Background: an optimization exercise with open tools, aiming at small area, a short achievable clock period and few clock cycles. Do not read the settings as production practice.
In this exercise RTL edits were held to simulation tests only and were not proved equivalent to the original.
The clock input has no modelled driver; a real chip could not lean on it and would need a root buffer or a full tree.
No activity file was given, so power comes from the tool's default toggle rates.

Setup of v52:
## hcid_decoder
module hcid_decoder (
    input  wire         clk,
    input  wire         rst,
    input  wire         in_valid,
    output wire         in_ready,
    input  wire [7:0]   in_char,
    output wire         out_valid,
    input  wire         out_ready,
    output wire [23:0]  out_prefix,      
    output wire [319:0] out_cw,          
    output wire [39:0]  out_bera,        
    output reg  [5:0]   out_count,       
    output reg          out_case_lost,   
    output reg          out_eof          
);
clock: 18.0 ns
lec_check: 0
cap_margin: 20
core_margin: 2
core_utilization: 60
slew_margin: 20
standard.sh (not shown) runs the stock make flow with config.mk's settings and CLKGATE_MAP_FILE= SYNTH_SCRIPT=/design/flow/synth_recipe.tcl, a recipe that flattens the netlist after the stock synthesis.
==> flow/flow/run.sh <==
#!/bin/bash
# Own layout flow: the standard ORFS flow (standard.sh, unchanged
# synthesis, floorplan, power grid, placement, routing), with three
# changes to how the layout is made:
#  - the port buffers that global placement inserts on every input and
#    output are sky130_fd_sc_hd__buf_1 instead of the cell buffer_ports
#    picks by itself (a 10 um2 delay buffer);
#  - clock tree synthesis clusters up to 30 flip-flops per clkbuf_16 leaf
#    buffer and inserts no dummy loads;
set -euo pipefail
export BUFFER_PORTS_ARGS="-buffer_cell sky130_fd_sc_hd__buf_1"
export CTS_ARGS="-sink_clustering_enable -repair_clock_nets -sink_clustering_size 30 -sink_clustering_max_diameter 100 -buf_list sky130_fd_sc_hd__clkbuf_16 -dont_use_dummy_load"
export POST_CTS_TCL="$PWD/flow/flat_clock.tcl"
bash standard.sh BUFFER_PORTS_ARGS="$BUFFER_PORTS_ARGS" CTS_ARGS="$CTS_ARGS" POST_CTS_TCL="$POST_CTS_TCL" finish > orfs_flow.log 2>&1
Other scripts of this flow, unchanged in this note and not shown: flow/flow/flat_clock.tcl
Testbench counts of v52, summed over its fixed seeds: cycles 75,624.
The inputs of v1 differ from those of v52 as listed below.
diff --git a/flow/flow/run.sh b/flow/flow/run.sh
--- a/flow/flow/run.sh
+++ b/flow/flow/run.sh
@@ -9,0 +10,2 @@
+#  - after clock tree synthesis, flow/flat_clock.tcl takes out the tree's
+#    middle level, so the leaf clock buffers hang directly off the root;
@@ -12,0 +15 @@
+export SETUP_SLACK_MARGIN=13.5
@@ -14 +17 @@
-bash standard.sh BUFFER_PORTS_ARGS="$BUFFER_PORTS_ARGS" CTS_ARGS="$CTS_ARGS" POST_CTS_TCL="$POST_CTS_TCL" finish > orfs_flow.log 2>&1
+bash standard.sh BUFFER_PORTS_ARGS="$BUFFER_PORTS_ARGS" CTS_ARGS="$CTS_ARGS" SETUP_SLACK_MARGIN="$SETUP_SLACK_MARGIN" POST_CTS_TCL="$POST_CTS_TCL" finish > orfs_flow.log 2>&1
[summary]
Taking v52 as the reference point, the share of total power in combinational logic of v1 rises by 1.9 points.
Compared with v52, v1 ends up with a larger final cell area.
v1 vs v52, last element of the critical path: out_cw[163] vs out_count[3]
Re count of different cell masters after synthesis: no difference whatsoever between v1 and v52.
--- input diff v1..v36 ---
diff --git a/flow/flow/run.sh b/flow/flow/run.sh
--- a/flow/flow/run.sh
+++ b/flow/flow/run.sh
@@ -15 +15 @@
-export SETUP_SLACK_MARGIN=13.5
+export SETUP_SLACK_MARGIN=13.45
v36 vs v1 on hold slack: v36 is the higher one.
Between v1 and v36, post-layout worst setup margin is lower for v1, v36 comes in above that.
v36 -> v1: routing usage on met3 delta 0, exact match
Looking at total chip power, v36 sits 1.0% lower than v1 does.
Wire: v36 routes less than v1
v36 vs v1 — final instance area dropped by a few percent
Any difference in instance count along the most critical hold path between v1 and v36 is small enough to ignore.
Modified inputs, v38 compared to v36
diff --git a/flow/flow/run.sh b/flow/flow/run.sh
--- a/flow/flow/run.sh
+++ b/flow/flow/run.sh
@@ -15 +15 @@
-export SETUP_SLACK_MARGIN=13.45
+export SETUP_SLACK_MARGIN=13.2
Notes after the runs:
In the metrics for v36 and v38, the one carrying the higher tightest slew margin relative to the limit is v38.
Diff v36 -> v38: share of async-settable or async-resettable flops after synthesis ~0 delta; first-iteration DRC count -1.1%; number of flops mapped to enable cells by yosys ~0 delta.
In v38, the fraction of power consumed by combinational cells came out 1.2 points below the value in v36.
Between v36 and v38, the cell count went down.
Lower total power after layout among v36 and v38: v38
In v38 the clock period minus final worst setup slack turned out 0.040 ns higher than in v36.
Worst setup skew after layout delta (v36 -> v38): insignificant
The lower post-synthesis to final-layout area growth of v36 and v38 is in v38.

## separate check: timing with driven ports
How much do the figures lean on ideal ports? The routed layouts below were timed once more, with nothing changed but the port constraints. Step 1 assumes that a clkbuf_16 drives the clock port and a buf_2 every other input. Step 2 also shifts input and output timing later by t, the mid clock arrival at the registers, as if the neighbouring blocks saw the same clock. Three values: ideal, step 1, step 2; two values: the first two.
| run | t, ns | slack for setup (ns) | worst slew at a driven data input, ns |
|---|---|---|---|
| v52 | 0.402 | 13.346 / 13.243 / 13.442 | 0.04 |
| v1 | 0.411 | 13.390 / 13.285 / 13.549 | 0.04 |
| v36 | 0.406 | 13.418 / 13.317 / 13.551 | 0.04 |
| v38 | 0.408 | 13.378 / 13.275 / 13.535 | 0.04 |
After both steps setup and hold are still met in every run listed.
